This design comes from an exercise in tuning for small area, a short achievable clock period and few clock cycles on the open sky130 flow, not from production work.
Where RTL was checked, it was by simulation tests only, not by an equivalence proof against the original.
Power and IR drop assume default switching activity.

== v13 ==
==> flow/design.v (excerpt) <==
module nrf_host_link (
    input  wire        clk,
    input  wire        rst,
    input  wire        in_valid,
    input  wire [7:0]  in_data,
    input  wire        in_last,
    output reg         in_ready,
    output reg         pay_valid,
    output wire [7:0]  pay_data,
    output wire        pay_last,
    input  wire        pay_ready,
    output reg         cmd_done,
    output reg  [6:0]  cfg_channel,
    output reg  [1:0]  cfg_speed,
    output reg  [39:0] cfg_tx,
    output reg  [39:0] cfg_rx,
    output reg  [3:0]  cfg_opt,       
    input  wire        rx_valid,
    input  wire [7:0]  rx_data,
    input  wire        rx_last,
    output reg         rx_ready,
    output reg         out_valid,
    output reg  [7:0]  out_data,
    output reg         out_last,
    input  wire        out_ready
);
    localparam CAPACITY  = 32;
    localparam CMD_IDENT = 8'h21;
    localparam CR        = 8'h0D;
    localparam LF        = 8'h0A;
    localparam [6:0]  DEFAULT_CHANNEL = 7'h4C;
    localparam [1:0]  DEFAULT_SPEED   = 2'd1;
    localparam [39:0] DEFAULT_TX      = 40'hE7E7E7E7E7;
    localparam [39:0] DEFAULT_RX      = 40'hC2C2C2C2C2;
    localparam [3:0]  DEFAULT_OPTIONS = 4'b1101;    
    function [3:0] hexval;
        input [7:0] c;
        begin
            if (c >= 8'h30 && c <= 8'h39)      hexval = c[3:0];
            else if (c >= 8'h41 && c <= 8'h46) hexval = c[3:0] + 4'd9;
            else if (c >= 8'h61 && c <= 8'h66) hexval = c[3:0] + 4'd9;
            else                               hexval = 4'd0;
        end
    endfunction
    function is_le;
  ...
Size: ~840 cells after synthesis, roughly 140 I/O pins, roughly 8000 um2 of cells after synthesis.
export LEC_CHECK = 0
export CAP_MARGIN = 20
export CORE_MARGIN = 2
export CORE_UTILIZATION = 40
export SLEW_MARGIN = 20
create_clock -name core_clock -period 8.0 [get_ports {clk}]
run.sh (not shown) runs the stock make flow with config.mk's settings and CLKGATE_MAP_FILE= SYNTH_SCRIPT=/design/flow/synth_recipe.tcl, a recipe that flattens the netlist after the stock synthesis.
v13 reached the final stage; the timing, DRC and antenna checks on its layout passed.
Testbench counts of v13, summed over its fixed seeds: cycles 31,100.
> inputs changed (v13 -> v39)
Settings: SETUP_SLACK_MARGIN: unset -> 5; ABC_CLOCK_PERIOD_IN_PS: unset -> 2500.
==> flow/flow/run.sh (new file) <==
#!/bin/bash
set -euo pipefail
export BUFFER_PORTS_ARGS="-buffer_cell sky130_fd_sc_hd__buf_1"
bash standard.sh > standard.log 2>&1
==> flow/standard.sh (new file) <==
#!/bin/bash
# synth_recipe.tcl (not shown) runs the flow's synth.tcl, then flattens the netlist and writes it again
# the make line also repeats each setting of config.mk as NAME=value (left out here)
make -C /OpenROAD-flow-scripts/flow DESIGN_CONFIG=/design/flow/config.mk WORK_HOME=/design/flow/orfs CLKGATE_MAP_FILE= SYNTH_SCRIPT=/design/flow/synth_recipe.tcl "${@:-finish}"
removed: flow/run.sh
[summary]
- Taking v13 as the reference, in v39 met2 usage in global routing higher; data arrival time at the worst-slack endpoint fell 1210 ps.
- v13 ended up with and2_1 as its cell at the slowest stage of the critical path; v39 ended up with or4bb_1.
- NOTE post-route cell area v13->v39 increased by more than 10%
- Comparing sequential share of layout area for v39 and v13, the bigger number came from v13.
- Side by side, total power turned out higher in v39 than in v13.
- Comparing v39 and v13, the lower worst setup slack is on v13.
- Density: v39 denser than v13
- Per the comparison of v39 with v13, pin count of the biggest net entering global routing went up, clock network area share went down.
- v13 -> v39: sequential cell count delta 0, exact match
- Area added between synthesis and finish in v39 is 15 points higher than in v13
Inputs modified between v39 and v18:
==> flow/run.sh (new file) <==
#!/bin/bash
# synth_recipe.tcl (not shown) runs the flow's synth.tcl, then flattens the netlist and writes it again
# the make line also repeats each setting of config.mk as NAME=value (left out here)
make -C /OpenROAD-flow-scripts/flow DESIGN_CONFIG=/design/flow/config.mk WORK_HOME=/design/flow/orfs CLKGATE_MAP_FILE= SYNTH_SCRIPT=/design/flow/synth_recipe.tcl finish
removed: flow/flow/run.sh
removed: flow/standard.sh
==> comparison <==
- Having completed the whole flow, v18 delivered a layout that passed the timing, DRC and antenna checks.
- The lower power density normalized to cell area of v39 and v18 is in v18.
- Changes observed in v18 relative to v39: clock power -4.4%, transition at the pin with the smallest max-transition slack -220 ps, maximum clock frequency +0.58%, total internal power +about 5%, critical path depth -2.
- Taking v39 as the reference, in v18 smallest setup slack after layout climbed 19 ps, per-cell routed wire length climbed 1.5%.

## run A
nrf_host_link, a different RTL version from the one above (not shown whole).
Size: roughly 190 flip-flops, about 140 I/O pins, ~8100 um2 of cells after synthesis.
Settings: LEC_CHECK=0, CAP_MARGIN=20, CORE_MARGIN=2, CORE_UTILIZATION=40, SLEW_MARGIN=20; clock period 8.0 ns.
standard.sh (not shown) runs the stock make flow with config.mk's settings and CLKGATE_MAP_FILE= SYNTH_SCRIPT=/design/flow/synth_recipe.tcl, a recipe that flattens the netlist after the stock synthesis.
==> flow/flow/run.sh <==
#!/bin/bash
set -euo pipefail
export BUFFER_PORTS_ARGS="-buffer_cell sky130_fd_sc_hd__buf_2"
export SETUP_SLACK_MARGIN=5.5
export CTS_ARGS="-sink_clustering_enable -repair_clock_nets -root_buf sky130_fd_sc_hd__clkbuf_16 -buf_list sky130_fd_sc_hd__clkbuf_8 -dont_use_dummy_load"
bash standard.sh > standard.log 2>&1
Run A finished all stages; the layout is clean.
Testbench counts of run A, summed over its fixed seeds: cycles 31,116.
#### Input delta (run B over run A)
- swapping 40 for 55 in CORE_UTILIZATION
==> flow/flow/run.sh <==
#!/bin/bash
set -euo pipefail
export BUFFER_PORTS_ARGS="-buffer_cell sky130_fd_sc_hd__buf_1"
export SETUP_SLACK_MARGIN=5.45
export CTS_ARGS="-sink_clustering_enable -repair_clock_nets -root_buf sky130_fd_sc_hd__clkbuf_16 -buf_list sky130_fd_sc_hd__clkbuf_8 -dont_use_dummy_load"
bash standard.sh > standard.log 2>&1
==> comparison <==
The initial core utilization reported for run B is greater than that of run A by 16 points. First-pass detailed-route iteration total: run B > run A. Number of hold-slack violations in the final timing report: run B vs run A identical. Going from run A to run B, proportion of layout cells with a drive suffix above 1 went down 23 points; wire length of the first global-routing pass went down about 4.3%. Die area delta for run B relative to run A: 27% lower. Of run B and run A, run B shows the higher sequential share of layout area, with run A below it. In the metrics for run B and run A, the one carrying the higher logic gate share of total power is run A. Of run B and run A, run B shows the higher via count, with run A below it. In the tables for run B and run A, non-clock buffer count reads lower with run B. Core box area ends up higher on run A.
Edits applied to the flow inputs when going from run B to run C:
- CORE_UTILIZATION: 55 -> 40
--- outcome ---
- Any difference in combinational group share of total power between run B and run C is small enough to ignore.
- Run C: routability congestion estimate from global placement 3.8% below run B
- Share of total power in the clock network | run C above run B
- Between run B and run C, the difference in total power is negligible.
- Run C against run B: count of nets after finishing went down, clock skew after layout up 21 ps.
- In the flow results for run B and run C, the sequential share of cell area is larger on run B.
- Run C and run B ended up with roughly the same number of multi-input combinational cells in the layout.
Input-level comparison between run D and run C:
==> flow/flow/run.sh <==
#!/bin/bash
set -euo pipefail
export BUFFER_PORTS_ARGS="-buffer_cell sky130_fd_sc_hd__buf_1"
export SETUP_SLACK_MARGIN=5.4
export CTS_ARGS="-sink_clustering_enable -repair_clock_nets -root_buf sky130_fd_sc_hd__clkbuf_16 -buf_list sky130_fd_sc_hd__clkbuf_8 -dont_use_dummy_load"
bash standard.sh > standard.log 2>&1
==> run summary <==
On clock buffer and inverter area fraction after layout, run C and run D are basically level. Higher met2 layer wire length in the routed design among run C and run D: run D. Comparing global-route usage over all layers for run C and run D, the bigger number came from run D. For share of final layout cell area taken by non-clock buffers, run C and run D come out practically identical. For register share of the cell area, run D and run C come out practically identical. Between run C and run D, the placed standard-cell area does not differ in any meaningful way. Between run C and run D, the overall power after layout does not differ in any meaningful way. The lower setup fix buffers added after clock tree synthesis came out of run C. Compared run D vs run C, and non-clock buffer count is up in run D. Compared with run C, in run D highest attainable clock frequency moved down, final layout net count roughly the same.

Setup of the reference run:
nrf_host_link, a different RTL version from the one above (not shown whole).
Size in the first run: roughly 860 cells after synthesis, ~140 I/O pins.
==> flow/config.mk <==
export PLATFORM = sky130hd
export DESIGN_NAME = nrf_host_link
export DESIGN_NICKNAME = nrf_host_link
export VERILOG_FILES = /design/flow/design.v
export SDC_FILE = /design/flow/constraint.sdc
export NUM_CORES = 4
export LEC_CHECK = 0
export ABC_CLOCK_PERIOD_IN_PS = 2500
export CAP_MARGIN = 20
export CORE_MARGIN = 2
export CORE_UTILIZATION = 40
export SETUP_SLACK_MARGIN = 5
export SLEW_MARGIN = 20
==> flow/constraint.sdc <==
create_clock -name core_clock -period 8.0 [get_ports {clk}]
set_input_delay 1.6000 -clock core_clock [delete_from_list [all_inputs] [get_ports {clk}]]
set_output_delay 1.6000 -clock core_clock [all_outputs]
set_load 0.01 [all_outputs]
==> flow/flow/run.sh <==
#!/bin/bash
set -euo pipefail
export BUFFER_PORTS_ARGS="-buffer_cell sky130_fd_sc_hd__buf_1"
bash standard.sh > standard.log 2>&1
[inputs] the trial run vs the reference run
- CORE_UTILIZATION changed from 40 to 65
--- outcome ---
The trial run: full flow OK, the timing, DRC and antenna checks passed. Cmp the trial run vs the reference run: largest incremental delay on the critical path higher in the trial run. Diff the reference run..the trial run | port buffer count | unchanged. Between the trial run and the reference run, it is the trial run whose number of fill cells in the layout is lower, by 1043. Area: the trial run vs the reference run -> the trial run smaller. Summary — fmax, the trial run relative to the reference run: lower, by 1.2%.
No run of this note included a check of the RTL's function; only the layout flow was run.

Setup of alpha:
Starting RTL as in the previous note.
==> flow/design.v (excerpt) <==
module nrf_host_link (
    input  wire        clk,
    input  wire        rst,
    input  wire        in_valid,
    input  wire [7:0]  in_data,
    input  wire        in_last,
    output reg         in_ready,
    output reg         pay_valid,
    output wire [7:0]  pay_data,
    output wire        pay_last,
    input  wire        pay_ready,
    output reg         cmd_done,
    output reg  [6:0]  cfg_channel,
    output reg  [1:0]  cfg_speed,
    output reg  [39:0] cfg_tx,
    output reg  [39:0] cfg_rx,
    output reg  [3:0]  cfg_opt,       
    input  wire        rx_valid,
    input  wire [7:0]  rx_data,
    input  wire        rx_last,
    output reg         rx_ready,
    output reg         out_valid,
    output reg  [7:0]  out_data,
    output reg         out_last,
    input  wire        out_ready
);
Settings: LEC_CHECK=0, ABC_CLOCK_PERIOD_IN_PS=2500, CAP_MARGIN=20, CORE_MARGIN=2, CORE_UTILIZATION=40, SLEW_MARGIN=20; clock period 8.0 ns.
==> flow/flow/run.sh <==
#!/bin/bash
set -euo pipefail
export BUFFER_PORTS_ARGS="-buffer_cell sky130_fd_sc_hd__buf_1"
export SETUP_SLACK_MARGIN=5.45
bash standard.sh > standard.log 2>&1
alpha finished all stages; the layout is clean.
Here is what was changed in the inputs of beta compared with alpha.
==> flow/flow/run.sh <==
#!/bin/bash
set -euo pipefail
export BUFFER_PORTS_ARGS="-buffer_cell sky130_fd_sc_hd__buf_1"
export SETUP_SLACK_MARGIN=5.3
export CTS_ARGS="-sink_clustering_enable -repair_clock_nets -root_buf sky130_fd_sc_hd__clkbuf_16 -buf_list sky130_fd_sc_hd__clkbuf_8 -dont_use_dummy_load"
bash standard.sh > standard.log 2>&1
diff --git a/flow/config.mk b/flow/config.mk
--- a/flow/config.mk
+++ b/flow/config.mk
@@ -7,3 +7,2 @@
 export LEC_CHECK = 0
-export ABC_CLOCK_PERIOD_IN_PS = 2500
 export CAP_MARGIN = 20
Findings:
- [compare] base=alpha new=beta: placeable core region held steady, relative contribution of combinational cells to total power now larger, routed length per placed instance flat, design area lower, count of fill cells added during filler insertion went up.
- Compared to alpha, beta has relative contribution of the clock network to total power 12 points lower.
- Of beta and alpha, alpha shows the higher non-filler instance count after layout, with beta below it.
- First-iteration DRC count in beta is about 6% higher than in alpha
Modified inputs, gamma compared to beta
==> flow/flow/run.sh <==
#!/bin/bash
set -euo pipefail
export BUFFER_PORTS_ARGS="-buffer_cell sky130_fd_sc_hd__buf_1"
export SETUP_SLACK_MARGIN=5.3
bash standard.sh > standard.log 2>&1
diff --git a/flow/config.mk b/flow/config.mk
--- a/flow/config.mk
+++ b/flow/config.mk
@@ -7,2 +7,3 @@
 export LEC_CHECK = 0
+export ABC_CLOCK_PERIOD_IN_PS = 2500
 export CAP_MARGIN = 20
Results
Of gamma and beta, the higher number of vias in the routed layout belongs to gamma. Total wire length of beta is on par with gamma. Sort gamma and beta by cell area after layout asc -> top: beta. gamma vs beta — post-synthesis to final-layout area growth rose 4.6 points. Arrival time reported for the critical path endpoint was higher in the run labelled gamma.
No run of this note included a check of the RTL's function; only the layout flow was run.

nrf_host_link, a different RTL version from the one above (not shown whole).
Size: ~190 flip-flops, about 140 I/O pins.
clock: 8.0 ns
lec_check: 0
abc_clock_period_in_ps: 2500
cap_margin: 20
core_margin: 2
core_utilization: 40
slew_margin: 20
==> flow/flow/run.sh <==
#!/bin/bash
set -euo pipefail
export BUFFER_PORTS_ARGS="-buffer_cell sky130_fd_sc_hd__buf_1"
export SETUP_SLACK_MARGIN=5.6
bash standard.sh > standard.log 2>&1
Testbench counts at the start, summed over its fixed seeds: cycles 31,116.
Rerun with:
==> flow/flow/run.sh (replaced) <==
#!/bin/bash
set -euo pipefail
export BUFFER_PORTS_ARGS="-buffer_cell sky130_fd_sc_hd__buf_1"
export SETUP_SLACK_MARGIN=5.3
bash standard.sh > standard.log 2>&1
- ABC_CLOCK_PERIOD_IN_PS: 2500 -> default
- CORE_UTILIZATION: 40 -> 60
Clock-buffer cell count rises by 6.
Worst setup slack is worse by 0.096 ns.
Register-to-register slack degrades by 0.19 ns.
Design area came out lower by 12%.
First-iteration DRC count came out higher by 9.8%.
Rerun with:
--- a/flow/flow/run.sh
+++ b/flow/flow/run.sh
@@ -4,2 +4,3 @@
 export SETUP_SLACK_MARGIN=5.3
+export CTS_ARGS="-sink_clustering_enable -repair_clock_nets -dont_use_dummy_load"
 bash standard.sh > standard.log 2>&1
- CORE_UTILIZATION: 60 -> 40
=> The changed run completed with no timing, DRC or antenna violations; non-clock buffer count goes up by 3; die area goes up by about 50%; worst setup slack gains 0.017 ns; combinational power is about the same; total power goes down by about 10%.
Rerun with:
==> flow/flow/run.sh (replaced) <==
#!/bin/bash
set -euo pipefail
export BUFFER_PORTS_ARGS="-buffer_cell sky130_fd_sc_hd__buf_1"
export SETUP_SLACK_MARGIN=5.3
bash standard.sh > standard.log 2>&1
- ABC_AREA: default -> 1
Final area rises by 4.7%.
Register-to-register slack improves by 0.11 ns.
Power rises by 16%.
Routed wire length rises by 5.5%.
Hold slack stays flat.
Rerun with:
==> flow/flow/run.sh (replaced) <==
#!/bin/bash
set -euo pipefail
export BUFFER_PORTS_ARGS="-buffer_cell sky130_fd_sc_hd__buf_1"
export SETUP_SLACK_MARGIN=5.5
export CTS_ARGS="-sink_clustering_enable -repair_clock_nets -root_buf sky130_fd_sc_hd__clkbuf_16 -buf_list sky130_fd_sc_hd__clkbuf_8 -dont_use_dummy_load"
bash standard.sh > standard.log 2>&1
- ABC_AREA: 1 -> default
The new run completed without violations.
Power is lower by 22%.
Worst setup slack improves by 0.13 ns.
Sequential power barely changes.

nrf_host_link again, from the RTL that the note above started with.
==> flow/config.mk <==
export PLATFORM = sky130hd
export DESIGN_NAME = nrf_host_link
export DESIGN_NICKNAME = nrf_host_link
export VERILOG_FILES = /design/flow/design.v
export SDC_FILE = /design/flow/constraint.sdc
export NUM_CORES = 4
export LEC_CHECK = 0
export ABC_CLOCK_PERIOD_IN_PS = 2500
export CAP_MARGIN = 20
export CORE_MARGIN = 2
export CORE_UTILIZATION = 40
export CTS_CLUSTER_DIAMETER = 150
export CTS_CLUSTER_SIZE = 40
export SETUP_SLACK_MARGIN = 5
export SLEW_MARGIN = 20
==> flow/constraint.sdc <==
create_clock -name core_clock -period 8.0 [get_ports {clk}]
set_input_delay 1.6000 -clock core_clock [delete_from_list [all_inputs] [get_ports {clk}]]
set_output_delay 1.6000 -clock core_clock [all_outputs]
set_load 0.01 [all_outputs]
==> flow/flow/run.sh <==
#!/bin/bash
set -euo pipefail
export BUFFER_PORTS_ARGS="-buffer_cell sky130_fd_sc_hd__buf_1"
bash standard.sh > standard.log 2>&1
The starting point went through all stages and came out clean.
Testbench counts at the start, summed over its fixed seeds: cycles 31,116.
Next try:
--- a/flow/flow/run.sh
+++ b/flow/flow/run.sh
@@ -3,0 +4 @@
+export SETUP_SLACK_MARGIN=5.3
ABC_CLOCK_PERIOD_IN_PS = unset   (was 2500)
CTS_CLUSTER_DIAMETER = unset   (was 150)
CTS_CLUSTER_SIZE = unset   (was 40)
SETUP_SLACK_MARGIN = unset   (was 5)
- The changed run went through all stages and came out clean
- global-route usage hardly moves
- clock-buffer cell count fell by 4
- sequential share of layout area fell by 0.31 points
- critical path depth fell by 3
- wire length rose by 0.68%
- cell area rose by 0.71%
- first-iteration DRC count rose by 18%
- worst hold slack improved by 4.5 ps
Next try:
CTS_BUF_LIST = sky130_fd_sc_hd__clkbuf_8   (was unset)
Effect: Global-route usage hardly moves. Die area does not change. Final area is lower by 2.0%. Worst hold slack is better by 3.4 ps. Final cell count does not change. Combinational power is about the same. Register-to-register slack stays flat. Maximum frequency decreases by 0.49%. Power falls by 9.4%. Wire length stays flat.
Next try:
--- a/flow/flow/run.sh
+++ b/flow/flow/run.sh
@@ -4,0 +5 @@
+export CTS_ARGS="-sink_clustering_enable -repair_clock_nets -root_buf sky130_fd_sc_hd__clkbuf_16 -buf_list sky130_fd_sc_hd__clkbuf_8 -dont_use_dummy_load"
CTS_BUF_LIST = unset   (was sky130_fd_sc_hd__clkbuf_8)
Effect: The changed run produced a clean layout; final cell count came out lower by 1.2%; area after synthesis is unchanged; routed wire length came out lower by 0.58%; total power came out lower by 5.5%; cell area came out lower by 1.4%; clock skew came out higher by 19 ps.

what the ideal ports hide:
Ports are ideal in the flow. The routed layouts listed here were re-timed in OpenROAD.
Step 1 sets driving cells, clkbuf_16 on the clock port and buf_2 on the other inputs (assumed; they add their load-dependent delay and slew).
Step 2 also shifts input and output timing later by t, the mid clock arrival at the registers, as if the neighbouring blocks saw the same clock.
Slacks: ideal / step 1 / step 2; pairs: ideal / step 1.
run	t, ns	setup WS [ns]	worst setup path after step 2	slew at the worst register clock pin (ns)
v13	0.469	3.652 / 3.664 / 3.195	input to register	0.07 / 0.07
v39	0.476	4.677 / 4.694 / 4.218	input to register	0.07 / 0.07
v18	0.469	4.696 / 4.707 / 4.239	input to register	0.07 / 0.07
run A	0.434	5.488 / 5.441 / 5.098	input to register	0.13 / 0.13
run B	0.411	5.480 / 5.436 / 5.095	input to register	0.09 / 0.09
run C	0.422	5.489 / 5.444 / 5.101	input to register	0.11 / 0.11
run D	0.419	5.450 / 5.403 / 5.086	input to register	0.10 / 0.10
the reference run	0.480	5.201 / 5.223 / 4.743	input to register	0.09 / 0.09
the trial run	0.475	5.167 / 5.188 / 4.713	input to register	0.07 / 0.07
alpha	0.483	5.375 / 5.331 / 5.055	input to register	0.08 / 0.08
beta	0.421	5.360 / 5.315 / 5.018	input to register	0.12 / 0.12
gamma	0.477	5.380 / 5.350 / 4.925	input to register	0.08 / 0.08
the first run of note 5	0.469	5.474 / 5.434 / 5.186	input to register	0.07 / 0.07
the second run of note 5	0.472	5.378 / 5.337 / 4.959	input to register	0.07 / 0.07
the third run of note 5	0.468	5.396 / 5.349 / 4.969	input to register	0.07 / 0.07
the fourth run of note 5	0.485	5.382 / 5.334 / 4.988	input to register	0.08 / 0.08
the fifth run of note 5	0.426	5.509 / 5.466 / 5.173	input to register	0.10 / 0.10
the first run of note 6	0.476	5.246 / 5.232 / 4.792	input to register	0.07 / 0.07
the second run of note 6	0.476	5.369 / 5.324 / 4.970	input to register	0.07 / 0.07
the third run of note 6	0.507	5.356 / 5.316 / 4.876	input to register	0.11 / 0.11
the fourth run of note 6	0.423	5.381 / 5.386 / 4.981	input to register	0.10 / 0.10
After both steps setup and hold are still met in every run listed. The setup slack of the third run of note 6, which loses most, moves by -0.040 ns with the drivers and by -0.480 ns with both steps.
